From an optimization exercise on the open Yosys and OpenROAD flow, aimed at small area, a short achievable clock period and few clock cycles per item; shortcuts taken in it are not production practice. RTL that was checked went through simulation tests only; none was proved equivalent to the original. Power is estimated from default activity; no workload was simulated.

Design bp91_codec, start of the top module:
module bp91_codec (
    input  wire        clk,
    input  wire        rst,
    input  wire        cmd_valid,
    output wire        cmd_ready,
    input  wire [1:0]  cmd_op,
    input  wire [11:0] cmd_len,
    input  wire        in_valid,
    output wire        in_ready,
    input  wire [7:0]  in_data,
    output wire        out_valid,
    input  wire        out_ready,
    output wire [7:0]  out_data,
    output reg         done,
    output reg  [7:0]  err_code,
    output reg  [11:0] err_info
);
Settings: LEC_CHECK=0, CAP_MARGIN=20, CORE_MARGIN=2, CORE_UTILIZATION=25, PLACE_DENSITY=0.45, SLEW_MARGIN=20; clock period 12.0 ns.
standard.sh (not shown) runs the stock make flow with config.mk's settings and CLKGATE_MAP_FILE= SYNTH_SCRIPT=/design/flow/synth_recipe.tcl, a recipe that flattens the netlist after the stock synthesis.
==> flow/flow/run.sh <==
#!/bin/bash
set -euo pipefail
export SETUP_SLACK_MARGIN=8.5
bash standard.sh > flow_standard.log 2>&1
The first run went through all stages and came out clean.
Rerun with:
--- a/flow/design.v
+++ b/flow/design.v
@@ -41,14 +41,15 @@
     wire cmd_fire = cmd_valid && !nv;
     wire in_fire  = in_valid && in_rdy;
     reg        hv, tv;
     reg [1:0]  hop, top_;
     reg        hlast, tlast;
     reg        hnob, tnob;
     reg [7:0]  hdat, tdat;
+    reg [6:0]  hdn;          
     reg [11:0] kidx;
     reg        alpha_ok;
     reg        errf;         
     reg        e7;
     reg [11:0] eidx;
     reg        dupf;
     reg [6:0]  dupidx;
@@ -94,16 +95,15 @@
     reg        x2sel;
     reg [6:0]  x2hi, x2lo;
     reg        x3v;
     reg [1:0]  x3t;
     reg [7:0]  x3dat;
     reg        zv;
     reg [1:0]  zt;
-    reg [7:0]  zdat;         
-    reg [11:0] zhi;          
+    reg [7:0]  zdat;
     reg [8:0]  q [0:QD-1];
     reg [2:0]  qwp, qrp;
     reg [2:0]  qn;
     reg        ov;
     reg [7:0]  ob;
     assign out_valid = ov;
     assign out_data  = ob;
@@ -167,15 +167,18 @@
             gt_h[i] = (kh > i);
             eq_h[i] = (kh == i);
         end
         for (i = 0; i < 16; i = i + 1)
             gt_l[i] = (kl > i);
         pos = 7'd0;
         for (i = 0; i < 91; i = i + 1) begin
-            match[i] = (ring[i] == hdat[6:0]);
+            if (i < 46)
+                match[i] = (ring[i] == hdat[6:0]);
+            else
+                match[i] = (ring[i] == ~hdn);
             lmask[i] = gt_h[i / 16] | (eq_h[i / 16] & gt_l[i % 16]);
             if (match[i]) pos = pos | i[6:0];
         end
     end
     wire       anym    = |match;
     wire       anyl    = |(match & lmask);
     wire       member  = !hdat[7] && anym && !hnob;
@@ -312,27 +315,15 @@
     wire [7:0]  es    = {1'b0, bn} ^ nd ^ 8'd1;
     wire [7:0]  ec    = {(({1'b0, bn} & nd) | ({1'b0, bn} & 8'd1) | (nd & 8'd1)), 1'b0};
     wire [7:0]  x3_e  = ks8(es, ec);
     wire [7:0]  fs    = {1'b0, bn} ^ nd ^ 8'd92;
     wire [7:0]  fc    = {(({1'b0, bn} & nd) | ({1'b0, bn} & 8'd92) | (nd & 8'd92)), 1'b0};
     wire [7:0]  x3_f  = ks8(fs, fc);
     wire [6:0]  x3_adr = x3_e[7] ? x3_f[6:0] : x3_e[6:0];
-    reg  [6:0] zgrp [0:11];
-    reg  [6:0] z_rd;
-    integer g, k2;
-    always @(*) begin
-        z_rd = 7'd0;
-        for (g = 0; g < 12; g = g + 1) begin
-            zgrp[g] = 7'd0;
-            for (k2 = 0; k2 < 8; k2 = k2 + 1)
-                if (8 * g + k2 < 91)
-                    zgrp[g] = zgrp[g] | ({7{zdat[k2]}} & ring[8 * g + k2]);
-            z_rd = z_rd | ({7{zhi[g]}} & zgrp[g]);
-        end
-    end
+    wire [6:0] z_rd  = ring[zdat[6:0]];
     wire [7:0] w_dat = (zt == T_CHAR) ? {1'b0, z_rd} : zdat;
     wire       w_mk  = (zt == T_MARK);
     wire [8:0] qh     = q[qrp];
     wire       o_free = !ov || out_ready;
     wire       q_pop  = o_free && (qn != 3'd0);
     wire       o_xfer = ov && out_ready;
     wire [1:0] gone   = {1'b0, o_xfer} + {1'b0, q_pop && qh[8]};
@@ -354,16 +345,15 @@
         x2t   <= xt;
         x2sel <= xsel;
         x2hi  <= (xt == T_CHAR) ? x_hi : {6'd0, xdat[7]};
         x2lo  <= xdat[6:0];
         x3t   <= x2t;
         x3dat <= (x2t == T_CHAR) ? {1'b0, x2_d} : {x2hi[0], x2lo};
         zt    <= x3t;
-        zdat  <= (x3t == T_CHAR) ? (8'd1 << x3_adr[2:0]) : x3dat;
-        zhi   <= 12'd1 << x3_adr[6:3];
+        zdat  <= (x3t == T_CHAR) ? {1'b0, x3_adr} : x3dat;
         if (rst) begin
             b        <= 7'd0;
             bn       <= 7'd1;
             nv       <= 1'b0;
             ia       <= 1'b0;
             in_rdy   <= 1'b0;
             hv       <= 1'b0;
@@ -422,28 +412,30 @@
             end else if (in_fire) begin
                 irem  <= irem - 12'd1;
                 ilast <= (irem == 12'd2);
                 if (ilast) ia <= 1'b0;
             end
             if (c_take) begin
                 if (tv) begin
-                    hop <= top_; hlast <= tlast; hnob <= tnob; hdat <= tdat;
+                    hop <= top_; hlast <= tlast; hnob <= tnob; hdat <= tdat; hdn <= ~tdat[6:0];
                     if (in_push) begin
                         top_ <= push_op; tlast <= push_last; tnob <= push_nob; tdat <= in_data;
                     end else begin
                         tv <= 1'b0;
                     end
                 end else begin
                     hv <= in_push;
                     hop <= push_op; hlast <= push_last; hnob <= push_nob; hdat <= in_data;
+                    hdn <= ~in_data[6:0];
                 end
             end else if (in_push) begin
                 if (!hv) begin
                     hv <= 1'b1;
                     hop <= push_op; hlast <= push_last; hnob <= push_nob; hdat <= in_data;
+                    hdn <= ~in_data[6:0];
                 end else begin
                     tv <= 1'b1;
                     top_ <= push_op; tlast <= push_last; tnob <= push_nob; tdat <= in_data;
                 end
             end
             begin : rdy
                 reg [1:0] cnt_next;
After rerunning: The changed run finished clean. Routed wire length is higher by a quarter to a third. Power is higher by roughly a tenth. Non-clock buffer count is higher by 90. Flip-flop and latch count is lower by 5. Fmax is higher slightly. Die area is higher slightly. Hold slack is about the same. Cell count is higher by a few percent. Core utilization is higher by 1.2 points.
Testbench counts after the change, summed over its fixed seeds: cycles 39,487, items 35,196.
The RTL of the first run of this note was laid out without a check of its function.

port drivers added, routing unchanged:
How much do the figures lean on ideal ports? The routed layouts below were timed once more, with nothing changed but the port constraints.
Step 1 assumes that a clkbuf_16 drives the clock port and a buf_2 every other input.
Step 2 moves the port delays by t, midway between the first and last clock arrival at a register: inputs arrive t later, outputs are due t later. That takes back most of the time a late clock gives input paths.
Three values: no drivers, after step 1, after step 2; two values: the first two.
run | shift t [ns] | slack for setup (ns) | worst slew at a driven data input, ns
the first run | 0.808 | 8.267 / 8.243 / 7.766 | 0.08
the second run | 0.829 | 8.336 / 8.256 / 7.797 | 0.06
After both steps every run listed still meets setup and hold. The setup slack of the second run, which loses most, moves by -0.080 ns with the drivers and by -0.539 ns with both steps.
